This is an optimization exercise on Yosys and OpenROAD, whose aim is small area, a short achievable clock period and few clock cycles, not a production implementation. In this exercise RTL edits were held to simulation tests only and were not proved equivalent to the original. Power is estimated from default activity; no workload was simulated.

## tz_hash
module tz_hash (
    input  wire         clk,
    input  wire         rst,
    input  wire         in_valid,
    output wire         in_ready,
    input  wire [1:0]   in_op,
    input  wire [7:0]   in_data,
    output wire         idle,
    output wire [511:0] digest,
    output reg          err
);
Size in the first run: ~1100 flip-flops, about 530 I/O pins, roughly 99000 um^2 of cells after synthesis.
clock: 4.0 ns
lec_check: 0
cap_margin: 20
core_margin: 2
core_utilization: 30
place_density: 0.5
setup_slack_margin: 1.4
slew_margin: 20
synth_hierarchical: 1
run.sh (not shown) runs the stock make flow with config.mk's settings and CLKGATE_MAP_FILE= SYNTH_SCRIPT=/design/flow/synth_recipe.tcl, a recipe that flattens the netlist after the stock synthesis.
The first run completed without violations.
Testbench counts at the start, summed over its fixed seeds: cycles 69,724.
Then changed:
--- a/flow/config.mk
+++ b/flow/config.mk
@@ -10,4 +10,6 @@
 export CORE_UTILIZATION = 30
+export CTS_CLUSTER_DIAMETER = 100
+export CTS_CLUSTER_SIZE = 30
 export PLACE_DENSITY = 0.5
-export SETUP_SLACK_MARGIN = 1.4
+export SETUP_SLACK_MARGIN = 1.25
 export SLEW_MARGIN = 20
Effect:
- combinational power shrinks by 12%
- worst setup slack degrades by 0.051 ns
- final cell count shrinks by 2.9%
- hold slack improves by 0.063 ns
- die area is unchanged
- total power drops by 13%
- non-clock buffer count came out lower by 384
- sequential share of layout area increases by 1.5 points
- flip-flop and latch count does not change
- final area fell by 7.5%
Then changed:
--- a/flow/config.mk
+++ b/flow/config.mk
@@ -10,6 +10,6 @@
 export CORE_UTILIZATION = 30
-export CTS_CLUSTER_DIAMETER = 100
-export CTS_CLUSTER_SIZE = 30
+export CTS_CLUSTER_DIAMETER = 90
+export CTS_CLUSTER_SIZE = 24
 export PLACE_DENSITY = 0.5
-export SETUP_SLACK_MARGIN = 1.25
+export SETUP_SLACK_MARGIN = 1.2
 export SLEW_MARGIN = 20
Result:
- The new run finished with timing, DRC and antenna clean
- critical path depth shrinks by 8
- cell area hardly moves
- clock power grows by about 8%
- core utilization shrinks by 0.10 points
- power grows by 0.80%
- global-route usage shrinks by 0.10 points
- via count hardly moves
- synthesized area is unchanged
- synthesized cell count does not change
- worst setup slack loses 0.026 ns
Then changed:
==> flow/config.mk (replaced) <==
export PLATFORM = sky130hd
export DESIGN_NAME = tz_hash
export DESIGN_NICKNAME = tz_hash
export VERILOG_FILES = /design/flow/design.v
export SDC_FILE = /design/flow/constraint.sdc
export NUM_CORES = 4
export LEC_CHECK = 0
export CAP_MARGIN = 10
export CORE_MARGIN = 2
export CORE_UTILIZATION = 30
export CTS_CLUSTER_DIAMETER = 100
export CTS_CLUSTER_SIZE = 30
export PLACE_DENSITY = 0.5
export SETUP_SLACK_MARGIN = 1.25
export SLEW_MARGIN = 10
export SYNTH_HIERARCHICAL = 1
What happened: Non-clock buffer count climbs by 7. Cell count is about the same. Design area stays flat. Maximum frequency came out higher slightly. Routed wire length hardly moves. Area after synthesis stays the same. Via count hardly moves. Flip-flop and latch count is unchanged. Total power fell slightly. Setup slack improved by 0.026 ns. Die area stays the same.
Then changed:
==> flow/config.mk (replaced) <==
export PLATFORM = sky130hd
export DESIGN_NAME = tz_hash
export DESIGN_NICKNAME = tz_hash
export VERILOG_FILES = /design/flow/design.v
export SDC_FILE = /design/flow/constraint.sdc
export NUM_CORES = 4
export LEC_CHECK = 0
export CAP_MARGIN = 20
export CORE_MARGIN = 2
export CORE_UTILIZATION = 30
export PLACE_DENSITY = 0.5
export SETUP_SLACK_MARGIN = 1.3
export SLEW_MARGIN = 20
export SYNTH_HIERARCHICAL = 1
- synthesized cell count stays the same
- critical path depth stays the same
- flip-flop and latch count is unchanged
- register-to-register slack loses 0.03 ns
- worst setup slack got worse by 0.029 ns
- core utilization goes up by 1.5 points
- power increases by 11%
- sequential power barely changes
- cell area grows by about 4.3%
- final cell count rose by about 1.6%

* * *

Another version of the RTL of tz_hash (not shown whole).
For scale: ~1100 flip-flops, about 100000 um^2 of cells after synthesis.
Settings: LEC_CHECK=0, CAP_MARGIN=20, CORE_MARGIN=2, CORE_UTILIZATION=55, PLACE_DENSITY=0.68, SLEW_MARGIN=20, SYNTH_HIERARCHICAL=1; clock period 4.0 ns.
The first run went through all stages and came out clean.
Testbench counts at the start, summed over its fixed seeds: cycles 69,724.
Then changed:
Settings changed: CORE_UTILIZATION 55 to 30, PLACE_DENSITY 0.68 to 0.5.
Effect: Wire length went up by 11%. Setup slack improved by 0.11 ns. Total power went up by about 2.2%. Utilization went down by 27 points.

what the ideal ports hide:
How much do the figures lean on ideal ports? The routed layouts below were timed once more, with nothing changed but the port constraints. Step 1 sets driving cells, clkbuf_16 on the clock port and buf_2 on the other inputs (assumed; they add their load-dependent delay and slew). Step 2 times the ports against the registers' clock, not the clock port: input delays grow and output delays shrink by t, the midpoint of the rising clock arrivals with the driver on. a / b / c = no drivers / after step 1 / after step 2; a / b = the first two.
run	shift t [ns]	setup slack, ns	hold WS [ns]	worst setup path after step 2
the first run of note 1	0.922	1.338 / 1.302 / 0.745	0.465 / 0.465 / 0.465	input to register
the second run of note 1	0.837	1.286 / 1.213 / 0.881	0.528 / 0.528 / 0.528	input to register
the third run of note 1	0.839	1.260 / 1.174 / 0.879	0.527 / 0.527 / 0.527	input to register
the fourth run of note 1	0.837	1.286 / 1.213 / 0.881	0.528 / 0.528 / 0.528	input to register
the fifth run of note 1	0.922	1.257 / 1.228 / 0.839	0.450 / 0.450 / 0.450	input to register
the first run of note 2	0.895	0.556 / 0.556 / 0.556	0.469 / 0.469 / 0.469	register to register
the second run of note 2	0.946	0.665 / 0.665 / 0.665	0.431 / 0.431 / 0.431	register to register
After both steps every run listed still meets setup and hold. The setup slack of the first run of note 1, which loses most, moves by -0.036 ns with the drivers and by -0.593 ns with both steps.
